This design comes from an exercise in tuning for small area, a short achievable clock period and few clock cycles on the open sky130 flow, not from production work.
In this exercise RTL edits were held to simulation tests only and were not proved equivalent to the original.
No activity file was given, so power comes from the tool's default toggle rates.

before:
// pscb
module pscb (
    input  wire        clk,
    input  wire        rst,           
    input  wire        req_valid,
    output reg         req_ready,
    input  wire        req_write,
    input  wire [2:0]  req_addr,      
    input  wire [31:0] req_wdata,
    output reg         rsp_valid,
    output reg  [31:0] rsp_rdata,
    output reg         pk_valid,
    output reg  [7:0]  pk_data,
    output reg         up_valid,
    output reg  [7:0]  up_data
);
    localparam [1:0] MODE_IDLE   = 2'd0;
    localparam [1:0] MODE_WRITER = 2'd1;
    localparam [1:0] MODE_READER = 2'd2;
    localparam [3:0] F_NONE        = 4'd0;
    localparam [3:0] F_ILLEGAL_CMD = 4'd1;
    localparam [3:0] F_BS_MODE     = 4'd2;
    localparam [3:0] F_BS_OOB      = 4'd3;
    localparam [3:0] F_BS_OVERFLOW = 4'd4;
    localparam [3:0] F_UP_DOMAIN   = 4'd5;
    localparam [7:0] OP_PKPUSH  = 8'h10;
    localparam [7:0] OP_PKFLUSH = 8'h11;
    localparam [7:0] OP_UPPUSH  = 8'h12;
    localparam [7:0] OP_UPEND   = 8'h13;
    localparam [7:0] OP_WROPEN  = 8'h20;
  ...
For scale: about 5500 cells after synthesis, about 2500 flip-flops, ~73000 um2 of cells after synthesis.
Settings: LEC_CHECK=0, CAP_MARGIN=20, CORE_MARGIN=2, CORE_UTILIZATION=55, CTS_CLUSTER_DIAMETER=100, CTS_CLUSTER_SIZE=25, SLEW_MARGIN=20, TNS_END_PERCENT=10; clock period 8.0 ns.
standard.sh (not shown) runs the stock make flow with config.mk's settings and CLKGATE_MAP_FILE= SYNTH_SCRIPT=/design/flow/synth_recipe.tcl, a recipe that flattens the netlist after the stock synthesis.
==> flow/flow/run.sh <==
#!/bin/bash
# The standard layout (standard.sh), with the setup repair aimed high only up to
# clock tree synthesis; after global routing it only fixes real violations.
set -euo pipefail
bash standard.sh SETUP_SLACK_MARGIN=5 cts > stage_cts.log 2>&1
bash standard.sh SETUP_SLACK_MARGIN=0 finish > stage_finish.log 2>&1
test -f out/final.def
Testbench counts of before, summed over its fixed seeds: cycles 45,850.
The following lists how after was set up differently from before:
==> flow/flow/run.sh <==
#!/bin/bash
# The standard layout (standard.sh), with the setup repair aimed high only up to
# clock tree synthesis (after global routing it only fixes real violations), and
# buf_4 as the port buffers.
set -euo pipefail
bash standard.sh SETUP_SLACK_MARGIN=5 "BUFFER_PORTS_ARGS=-buffer_cell sky130_fd_sc_hd__buf_4" cts > stage_cts.log 2>&1
bash standard.sh SETUP_SLACK_MARGIN=0 finish > stage_finish.log 2>&1
test -f out/final.def
--- outcome ---
There was hardly any difference in proportion of cell area occupied by registers between after and before.
Per the comparison of after with before, leakage power figure shows no meaningful change, design area shows no meaningful change, via density per instance shows a reduction of about 1%, number of buffers inserted by post-CTS setup repair shows an increase of 11, met3 usage in global routing shows a reduction of 0.21 points.

## job 8660
pscb, a different RTL version from the one above (not shown whole).
Size: ~5500 cells after synthesis, ~0.073 sq mm of cells after synthesis.
clock: 8.0 ns
lec_check: 0
cap_margin: 20
core_margin: 2
core_utilization: 65
cts_cluster_diameter: 100
cts_cluster_size: 25
slew_margin: 20
tns_end_percent: 10
==> flow/flow/run.sh <==
#!/bin/bash
# The standard layout (standard.sh), with the setup repair aimed high only up to
# clock tree synthesis (after global routing it only fixes real violations), and
# buf_4 as the port buffers.
set -euo pipefail
bash standard.sh SETUP_SLACK_MARGIN=5 "BUFFER_PORTS_ARGS=-buffer_cell sky130_fd_sc_hd__buf_4" cts > stage_cts.log 2>&1
bash standard.sh SETUP_SLACK_MARGIN=0 finish > stage_finish.log 2>&1
test -f out/final.def
Testbench counts of job 8660, summed over its fixed seeds: cycles 45,850.
#### Input delta (job 2166 over job 8660)
Settings: swapping 65 for 55 in CORE_UTILIZATION.
[summary]
Changes observed in job 2166 relative to job 8660: relative area change from synthesis to final layout has increased; non-clock buffer total of the final layout shrank by 3.8%; netlist area before placement level. In terms of sequential power, job 8660 and job 2166 differ only marginally. The summed area of non-filler cells in the final layout of job 2166 was inferior to that of job 8660. Power is lower on job 8660. Against job 8660, wire length reported by the detailed router in job 2166 came out worse. ~same shortest period the worst path allows in job 8660 and job 2166.

==> re-timing with driven ports <==
The flow's constraints put no driver on any port. The routed layouts listed below were extracted and timed again, unchanged, in two steps. Step 1: set_driving_cell puts a clkbuf_16 on clk and a buf_2 on each other input, an assumption about the parent block. Step 2 moves the port delays by t, midway between the first and last clock arrival at a register: inputs arrive t later, outputs are due t later. That takes back most of the time a late clock gives input paths. Slacks: ideal / step 1 / step 2; pairs: ideal / step 1.
| run | t, ns | setup slack, ns | hold WS [ns] | worst setup path at the end |
|---|---|---|---|---|
| before | 0.846 | 4.677 / 4.682 / 3.889 | 0.316 / 0.316 / 0.316 | input to register |
| after | 0.822 | 4.700 / 4.732 / 3.925 | 0.313 / 0.313 / 0.313 | input to register |
| job 8660 | 0.802 | 4.394 / 4.394 / 3.816 | 0.300 / 0.300 / 0.300 | input to register |
| job 2166 | 0.825 | 4.395 / 4.395 / 3.772 | 0.308 / 0.308 / 0.308 | input to register |
After both steps every run listed still meets setup and hold. The setup slack of before, which loses most, moves by +0.005 ns with the drivers and by -0.788 ns with both steps.
